Background: an optimization exercise with open tools, aiming at small area, a short achievable clock period and few clock cycles. Do not read the settings as production practice. No activity file was given, so power comes from the tool's default toggle rates.

## juniper
==> flow/design.v <==
module fww_macro_cpu (
    input  wire        clk,
    input  wire        rst,           
    input  wire        start,         
    input  wire [11:0] start_pc,
    input  wire        ext_allowed,   
    output wire        busy,
    output wire        done,
    output wire [2:0]  status_code,
    output wire [15:0] status_info,
    output wire [15:0] acc,
    output wire [15:0] pc,
    output wire [15:0] ir,
    output wire        mem_req,
    output wire        mem_we,
    output wire [11:0] mem_addr,
    output wire [15:0] mem_wdata,
    input  wire        mem_ack,
    input  wire [15:0] mem_rdata
);
    localparam I_IDLE    = 0,
               I_DONE    = 1,
               I_FETCH   = 2,     
               I_DECODE  = 3,     
               I_OPREAD  = 4,     
               I_WRITE   = 5,     
               I_READ2   = 6,     
               I_NEXT    = 7,     
               I_MUL     = 8,
               I_DIV     = 9,
               I_NEXTMD  = 10,    
               I_NMDR    = 11,    
               I_REFETCH = 12,    
               I_JS2     = 13,    
               I_DZFIX   = 14,    
               I_DZREF   = 15;    
    localparam [2:0] ST_HALTED  = 3'd1,
                     ST_DIVZERO = 3'd2,
                     ST_EXTDIS  = 3'd3,
                     ST_ADDROOR = 3'd4;
    localparam [3:0] OP_LOAD = 4'd1,  OP_STORE = 4'd2,
                     OP_ADD = 4'd3,  OP_SUB = 4'd4,   OP_MUL = 4'd5,
                     OP_DIV = 4'd6,  OP_JUMP = 4'd7,  OP_JZ = 4'd8,
                     OP_JN = 4'd9,   OP_JSUB = 4'd10, OP_RET = 4'd11,
                     OP_LOADI = 4'd12, OP_LOADID = 4'd13;
    reg [15:0] st;
    reg [15:0] acc_r, pc_r, ir_r;
    reg [15:0] v_r;             
    reg [2:0]  st_code;
    reg        info_v;          
    reg        ext_r;
    reg        neg_r;           
    reg        yinv_r;          
    reg [3:0]  cnt;             
    reg        dsq_r;           
    reg        wd_pc;           
    reg        g_apc;           
    reg        g_req;           
    reg        g_reqpc;         
    reg        g_we;            
    reg        g_xinv;          
    reg        g_xir;           
    reg        g_yen;           
    wire s_idle = st[I_IDLE],   s_done = st[I_DONE],     s_fetch = st[I_FETCH];
    wire s_dec  = st[I_DECODE], s_opr  = st[I_OPREAD],   s_wr    = st[I_WRITE];
    wire s_rd2  = st[I_READ2],  s_next = st[I_NEXT],     s_mul   = st[I_MUL];
    wire s_div  = st[I_DIV],    s_nmd  = st[I_NEXTMD],   s_nmdr  = st[I_NMDR];
    wire s_ref  = st[I_REFETCH], s_js2 = st[I_JS2],      s_dzf   = st[I_DZFIX];
    wire s_dzr  = st[I_DZREF];
    function automatic is_read(input [3:0] op);
        is_read = (op == OP_LOAD) || (op == OP_ADD) || (op == OP_SUB) || (op == OP_MUL) ||
                  (op == OP_DIV) || (op == OP_RET) || (op == OP_LOADID);
    endfunction
    wire [3:0]  opcode  = ir_r[15:12];
    wire [11:0] operand = ir_r[11:0];
    wire [15:0] pc_inc  = {3'd0, {1'b0, pc_r[11:0]} + 13'd1};    
    wire        pc_last = (pc_r[11:0] == 12'hfff);    
    wire        pc_ok   = (pc_r[15:12] == 4'd0);
    wire        acc_zero = (acc_r == 16'd0);
    wire o_load  = (opcode == OP_LOAD);
    wire o_store = (opcode == OP_STORE);
    wire o_add   = (opcode == OP_ADD);
    wire o_sub   = (opcode == OP_SUB);
    wire o_mul   = (opcode == OP_MUL);
    wire o_div   = (opcode == OP_DIV);
    wire o_jsub  = (opcode == OP_JSUB);
    wire o_ret   = (opcode == OP_RET);
    wire o_loadi = (opcode == OP_LOADI);
    wire o_ldid  = (opcode == OP_LOADID);
    wire o_jump  = (opcode == OP_JUMP) || (opcode == OP_JZ) || (opcode == OP_JN);
    wire op_read  = is_read(opcode);
    wire op_write = o_store | o_jsub;
    wire ext_bad  = (o_loadi | o_ldid) & ~ext_r;
    wire [3:0] r_op     = mem_rdata[15:12];
    wire       r_store  = (r_op == OP_STORE);
    wire       r_jsub   = (r_op == OP_JSUB);
    wire       r_extbad = ((r_op == OP_LOADI) || (r_op == OP_LOADID)) && !ext_r;
    wire       r_taken  = (r_op == OP_JUMP) ||
                          ((r_op == OP_JZ) && acc_zero) ||
                          ((r_op == OP_JN) && acc_r[15]);
    wire       r_seq    = (r_op != 4'd0) && !is_read(r_op) && !r_store && !r_jsub &&
                          !r_taken && !r_extbad;
    wire       r_halt   = (mem_rdata == 16'd0);
    wire       r_dreq   = (is_read(r_op) & ~r_extbad) | r_store | r_taken;
    wire rdata_zero = r_halt;
    wire ack        = mem_ack;
    wire        x_ir  = g_xir;
    wire        x_inv = g_xinv;
    wire        y_en  = g_yen;
    wire        cin   = yinv_r | x_inv;
    wire [15:0] add_x = x_ir ? (s_div ? {ir_r[14:0], acc_r[15]} : ir_r)
                             : (acc_r ^ {16{x_inv}});
    wire [15:0] add_y = (v_r ^ {16{yinv_r}}) & {16{y_en}};
    wire [16:0] add_s = {1'b0, add_x} + {1'b0, add_y} + {16'd0, cin};
    wire        qbit  = add_s[16];
    wire mul_last = (acc_r[15:1] == 15'd0);
    wire skip4    = (ir_r[14:0] == 15'd0) && (acc_r[15:12] == 4'd0) && (cnt >= 4'd3);
    wire i_opnd = st_code[1] & ~st_code[0];    
    wire i_opc  = st_code[1] & st_code[0];     
    wire i_pc   = ~st_code[1] & ~info_v;       
    assign busy        = ~s_idle & ~s_done;
    assign done        = s_done;
    assign status_code = st_code;
    assign status_info = ({16{i_pc}}   & pc_r) |
                         ({16{info_v}} & v_r) |
                         ({16{i_opnd}} & {4'd0, operand}) |
                         ({16{i_opc}}  & {12'd0, opcode});
    assign acc         = acc_r;
    assign pc          = pc_r;
    assign ir          = ir_r;
    assign mem_req   = g_req | (g_reqpc & pc_ok);
    assign mem_we    = g_we;
    assign mem_addr  = ({12{g_apc}} & pc_r[11:0]) |
                       ({12{s_rd2}} & v_r[11:0]) |
                       ({12{~g_apc & ~s_rd2}} & operand);
    assign mem_wdata = wd_pc ? pc_r : acc_r;    
    wire go      = (s_idle | s_done) & start;
    wire f_ack   = s_fetch & pc_ok & ack;
    wire f_bad   = s_fetch & ~pc_ok;
    wire o_ack   = s_opr & ack;
    wire ld_bad  = o_ack & o_ldid & (mem_rdata[15:12] != 4'd0);
    wire d_bad   = s_dec & ext_bad;
    wire div_end = s_div & (skip4 ? (cnt == 4'd3) : (cnt == 4'd0));
    wire md_end  = (s_mul & mul_last) | div_end;
    wire [15:0] st_n;
    assign st_n[I_IDLE]    = s_idle & ~start;
    assign st_n[I_DONE]    = (s_done & ~start) | f_bad | (f_ack & r_halt) | d_bad | ld_bad |
                             (s_dzr & ack);
    assign st_n[I_FETCH]   = go | (s_fetch & pc_ok & ~ack) |
                             (s_dec & ~op_read & ~op_write & ~ext_bad) |
                             (o_ack & o_ret) | s_next | s_nmd | s_js2 | (s_ref & ack);
    assign st_n[I_DECODE]  = f_ack & ~r_halt;
    assign st_n[I_OPREAD]  = (s_dec & op_read & ~ext_bad) | (s_opr & ~ack);
    assign st_n[I_WRITE]   = (s_dec & op_write) | (s_wr & ~ack);
    assign st_n[I_READ2]   = (o_ack & o_ldid & ~ld_bad) | (s_rd2 & ~ack);
    assign st_n[I_NEXT]    = (o_ack & (o_load | o_add | o_sub)) | (s_wr & ack & ~o_jsub) |
                             (s_rd2 & ack);
    assign st_n[I_MUL]     = (o_ack & o_mul) | (s_mul & ~mul_last);
    assign st_n[I_DIV]     = (o_ack & o_div & ~rdata_zero) | (s_div & ~div_end);
    assign st_n[I_NEXTMD]  = md_end & ~pc_last;
    assign st_n[I_NMDR]    = md_end & pc_last;
    assign st_n[I_REFETCH] = s_nmdr | (s_ref & ~ack);
    assign st_n[I_JS2]     = s_wr & ack & o_jsub;
    assign st_n[I_DZFIX]   = o_ack & o_div & rdata_zero;
    assign st_n[I_DZREF]   = s_dzf | (s_dzr & ~ack);
    always @(posedge clk) begin
        if (rst) begin
            st      <= 16'd1 << I_IDLE;
            g_req   <= 1'b0;
            g_reqpc <= 1'b0;
            g_we    <= 1'b0;
        end else begin
            st      <= st_n;
            g_req   <= st_n[I_OPREAD] | st_n[I_WRITE] | st_n[I_READ2] | st_n[I_NEXTMD] |
                       st_n[I_NMDR] | st_n[I_REFETCH] | st_n[I_DZFIX] | st_n[I_DZREF] |
                       (f_ack & r_dreq);
            g_reqpc <= st_n[I_FETCH] | st_n[I_NEXT] | (f_ack & r_seq);
            g_we    <= st_n[I_WRITE] | (f_ack & r_store);
        end
        g_apc  <= st_n[I_FETCH] | st_n[I_NEXT] | st_n[I_NEXTMD] | st_n[I_NMDR] |
                  st_n[I_REFETCH] | st_n[I_DZFIX] | st_n[I_DZREF] | (f_ack & r_seq);
        g_xinv <= st_n[I_OPREAD] | st_n[I_NEXTMD] | st_n[I_NMDR] | st_n[I_DZFIX];
        g_xir  <= st_n[I_MUL] | st_n[I_DIV];
        g_yen  <= st_n[I_NEXT] | st_n[I_DIV] | (o_ack & o_mul & acc_r[0]) |
                  (s_mul & ~mul_last & acc_r[1]);
    end
    always @(posedge clk) begin
        if (go)
            pc_r <= {4'd0, start_pc};
        else if ((s_dec & o_jump & ~dsq_r) | (s_wr & ack & o_jsub))
            pc_r <= {4'd0, operand};
        else if ((f_ack & r_seq) | (s_dec & (o_jsub | (opcode == 4'd0))) |
                 (o_ack & (o_load | o_add | o_sub)) | (s_wr & ack & ~o_jsub) |
                 (s_rd2 & ack) | (md_end & ~pc_last) | (s_ref & ack) | s_js2)
            pc_r <= pc_inc;
        else if (o_ack & o_ret)
            pc_r <= mem_rdata;
        if (go)
            acc_r <= 16'd0;
        else if (s_dec & o_loadi & dsq_r)
            acc_r <= {4'd0, operand};
        else if (s_next & (o_load | o_ldid))
            acc_r <= v_r;
        else if ((s_next & (o_add | o_sub)) | (o_ack & o_div & acc_r[15]) |
                 ((s_nmd | s_nmdr | s_dzf) & neg_r) | (s_mul & mul_last))
            acc_r <= add_s[15:0];
        else if (s_mul)
            acc_r <= {1'b0, acc_r[15:1]};
        else if (s_div)
            acc_r <= skip4 ? {acc_r[11:0], 4'd0} : {acc_r[14:0], qbit};
        if (o_ack & (o_mul | o_div))
            ir_r <= 16'd0;
        else if (f_ack | (s_ref & ack) | (s_dzr & ack))
            ir_r <= mem_rdata;
        else if ((s_mul & ~mul_last) | (s_div & ~skip4 & qbit))
            ir_r <= add_s[15:0];
        else if (s_div & ~skip4)
            ir_r <= {ir_r[14:0], acc_r[15]};
        if (o_ack | (s_rd2 & ack))
            v_r <= mem_rdata;
        else if (s_mul)
            v_r <= {v_r[14:0], 1'b0};
        if (f_ack) begin
            dsq_r <= r_seq;
            wd_pc <= r_jsub;
        end
        if (o_ack) begin
            yinv_r <= o_sub | (o_div & ~mem_rdata[15]);
            neg_r  <= o_div & (acc_r[15] ^ mem_rdata[15]);
        end
        if (go | busy) begin
            st_code <= {f_bad | ld_bad, d_bad | (s_dzr & ack), (f_ack & r_halt) | d_bad};
            info_v  <= ld_bad;
        end
        if (go)
            ext_r <= ext_allowed;
        if (o_ack & o_div)
            cnt <= 4'd15;
        else if (s_div)
            cnt <= cnt - (skip4 ? 4'd4 : 4'd1);
    end
endmodule
clock: 8.0 ns
lec_check: 0
cap_margin: 20
core_margin: 2
core_utilization: 40
setup_slack_margin: 4.5
slew_margin: 20
standard.sh (not shown) runs the stock make flow with config.mk's settings and CLKGATE_MAP_FILE= SYNTH_SCRIPT=/design/flow/synth_recipe.tcl, a recipe that flattens the netlist after the stock synthesis.
==> flow/flow/run.sh <==
#!/bin/bash
set -euo pipefail
cd "$(dirname "$0")/.."
export BUFFER_PORTS_ARGS="-buffer_cell sky130_fd_sc_hd__buf_1"
bash standard.sh > standard_make.log 2>&1
## Diff of input files: maple against juniper
--- a/flow/design.v
+++ b/flow/design.v
@@ -53,7 +53,6 @@
     reg        yinv_r;          
     reg [3:0]  cnt;             
     reg        dsq_r;           
-    reg        wd_pc;           
     reg        g_apc;           
     reg        g_req;           
     reg        g_reqpc;         
@@ -107,14 +106,15 @@
     wire        x_ir  = g_xir;
     wire        x_inv = g_xinv;
     wire        y_en  = g_yen;
-    wire        cin   = yinv_r | x_inv;
+    wire        y_inv = yinv_r ^ (s_div & ir_r[15]);
+    wire        cin   = y_inv | x_inv;
     wire [15:0] add_x = x_ir ? (s_div ? {ir_r[14:0], acc_r[15]} : ir_r)
                              : (acc_r ^ {16{x_inv}});
-    wire [15:0] add_y = (v_r ^ {16{yinv_r}}) & {16{y_en}};
+    wire [15:0] add_y = (v_r ^ {16{y_inv}}) & {16{y_en}};
     wire [16:0] add_s = {1'b0, add_x} + {1'b0, add_y} + {16'd0, cin};
-    wire        qbit  = add_s[16];
+    wire        qbit  = ~add_s[15];    
     wire mul_last = (acc_r[15:1] == 15'd0);
-    wire skip4    = (ir_r[14:0] == 15'd0) && (acc_r[15:12] == 4'd0) && (cnt >= 4'd3);
+    wire skip4    = (ir_r == 16'd0) && (acc_r[15:12] == 4'd0) && (cnt >= 4'd3);
     wire i_opnd = st_code[1] & ~st_code[0];    
     wire i_opc  = st_code[1] & st_code[0];     
     wire i_pc   = ~st_code[1] & ~info_v;       
@@ -133,7 +133,7 @@
     assign mem_addr  = ({12{g_apc}} & pc_r[11:0]) |
                        ({12{s_rd2}} & v_r[11:0]) |
                        ({12{~g_apc & ~s_rd2}} & operand);
-    assign mem_wdata = wd_pc ? pc_r : acc_r;    
+    assign mem_wdata = acc_r;    
     wire go      = (s_idle | s_done) & start;
     wire f_ack   = s_fetch & pc_ok & ack;
     wire f_bad   = s_fetch & ~pc_ok;
@@ -189,7 +189,7 @@
             pc_r <= {4'd0, start_pc};
         else if ((s_dec & o_jump & ~dsq_r) | (s_wr & ack & o_jsub))
             pc_r <= {4'd0, operand};
-        else if ((f_ack & r_seq) | (s_dec & (o_jsub | (opcode == 4'd0))) |
+        else if ((f_ack & r_seq) | (s_dec & (opcode == 4'd0)) |
                  (o_ack & (o_load | o_add | o_sub)) | (s_wr & ack & ~o_jsub) |
                  (s_rd2 & ack) | (md_end & ~pc_last) | (s_ref & ack) | s_js2)
             pc_r <= pc_inc;
@@ -197,10 +197,11 @@
             pc_r <= mem_rdata;
         if (go)
             acc_r <= 16'd0;
-        else if (s_dec & o_loadi & dsq_r)
-            acc_r <= {4'd0, operand};
-        else if (s_next & (o_load | o_ldid))
+        else if ((s_dec & o_loadi & dsq_r) | (s_next & (o_load | o_ldid)) |
+                 (s_wr & ack & o_jsub))
             acc_r <= v_r;
+        else if (s_dec & o_jsub)
+            acc_r <= pc_inc;
         else if ((s_next & (o_add | o_sub)) | (o_ack & o_div & acc_r[15]) |
                  ((s_nmd | s_nmdr | s_dzf) & neg_r) | (s_mul & mul_last))
             acc_r <= add_s[15:0];
@@ -212,18 +213,18 @@
             ir_r <= 16'd0;
         else if (f_ack | (s_ref & ack) | (s_dzr & ack))
             ir_r <= mem_rdata;
-        else if ((s_mul & ~mul_last) | (s_div & ~skip4 & qbit))
+        else if ((s_mul & ~mul_last) | (s_div & ~skip4))
             ir_r <= add_s[15:0];
-        else if (s_div & ~skip4)
-            ir_r <= {ir_r[14:0], acc_r[15]};
-        if (o_ack | (s_rd2 & ack))
+        if (f_ack)
+            v_r <= {4'd0, mem_rdata[11:0]};
+        else if (o_ack | (s_rd2 & ack))
             v_r <= mem_rdata;
+        else if (s_dec & o_jsub)
+            v_r <= acc_r;
         else if (s_mul)
             v_r <= {v_r[14:0], 1'b0};
-        if (f_ack) begin
+        if (f_ack)
             dsq_r <= r_seq;
-            wd_pc <= r_jsub;
-        end
         if (o_ack) begin
             yinv_r <= o_sub | (o_div & ~mem_rdata[15]);
             neg_r  <= o_div & (acc_r[15] ^ mem_rdata[15]);
### Flow results
- Cmp maple vs juniper: clock network power share lower in maple
- Count of clock-buffer cells in the layout, juniper and maple: smaller value in juniper
- Higher proportion of layout cells with a drive suffix above 1 goes to juniper over maple.
- Diff juniper..maple | clock buffer count from CTS | unchanged
- Worst-skew pair later-pin latency across juniper and maple: no real change.
- | sequential share of layout area | maple vs juniper | 0.45 points lower |
- The synthesis-to-layout area growth of maple falls short of that of juniper by 1.8 points.
- maple vs juniper: total of plain and repair buffers excluding clock buffers down by a few percent
- The global routing met2 resource utilization in maple sits 2.8 points above the value recorded for juniper.
- Dominant combinational cell family by area after synthesis: simple AND/OR/NAND/NOR gates -> maple, compound AO/OA/AOI/OAI gates -> juniper
- Design area in maple is about 1.4% lower than in juniper
- Going from juniper to maple, sequential cell count of the final layout shrank slightly.
- Slew at the pin with the worst max-slew slack on maple is up relative to juniper.
No functional check of the RTL was part of any run of this note.

separate check: timing with driven ports:
How much do the figures lean on ideal ports? The routed layouts below were timed once more, with nothing changed but the port constraints.
Step 1 assumes that a clkbuf_16 drives the clock port and a buf_2 every other input.
Step 2, shift: input delay + t, output delay - t, t = (earliest + latest rising clock arrival at the registers) / 2. This alone moves slack from input paths to output paths.
Three values: ideal, step 1, step 2; two values: the first two.
| run | t, ns | setup WS [ns] | hold slack, ns | worst slew at a driven data input, ns |
|---|---|---|---|---|
| juniper | 0.402 | 4.584 / 4.544 / 4.262 | 0.507 / 0.507 / 0.507 | 0.03 |
| maple | 0.397 | 4.553 / 4.506 / 4.194 | 0.496 / 0.496 / 0.496 | 0.04 |
After both steps every run listed still meets setup and hold. For maple, which loses most, drivers alone change the setup slack by -0.047 ns; drivers and shift together by -0.359 ns.
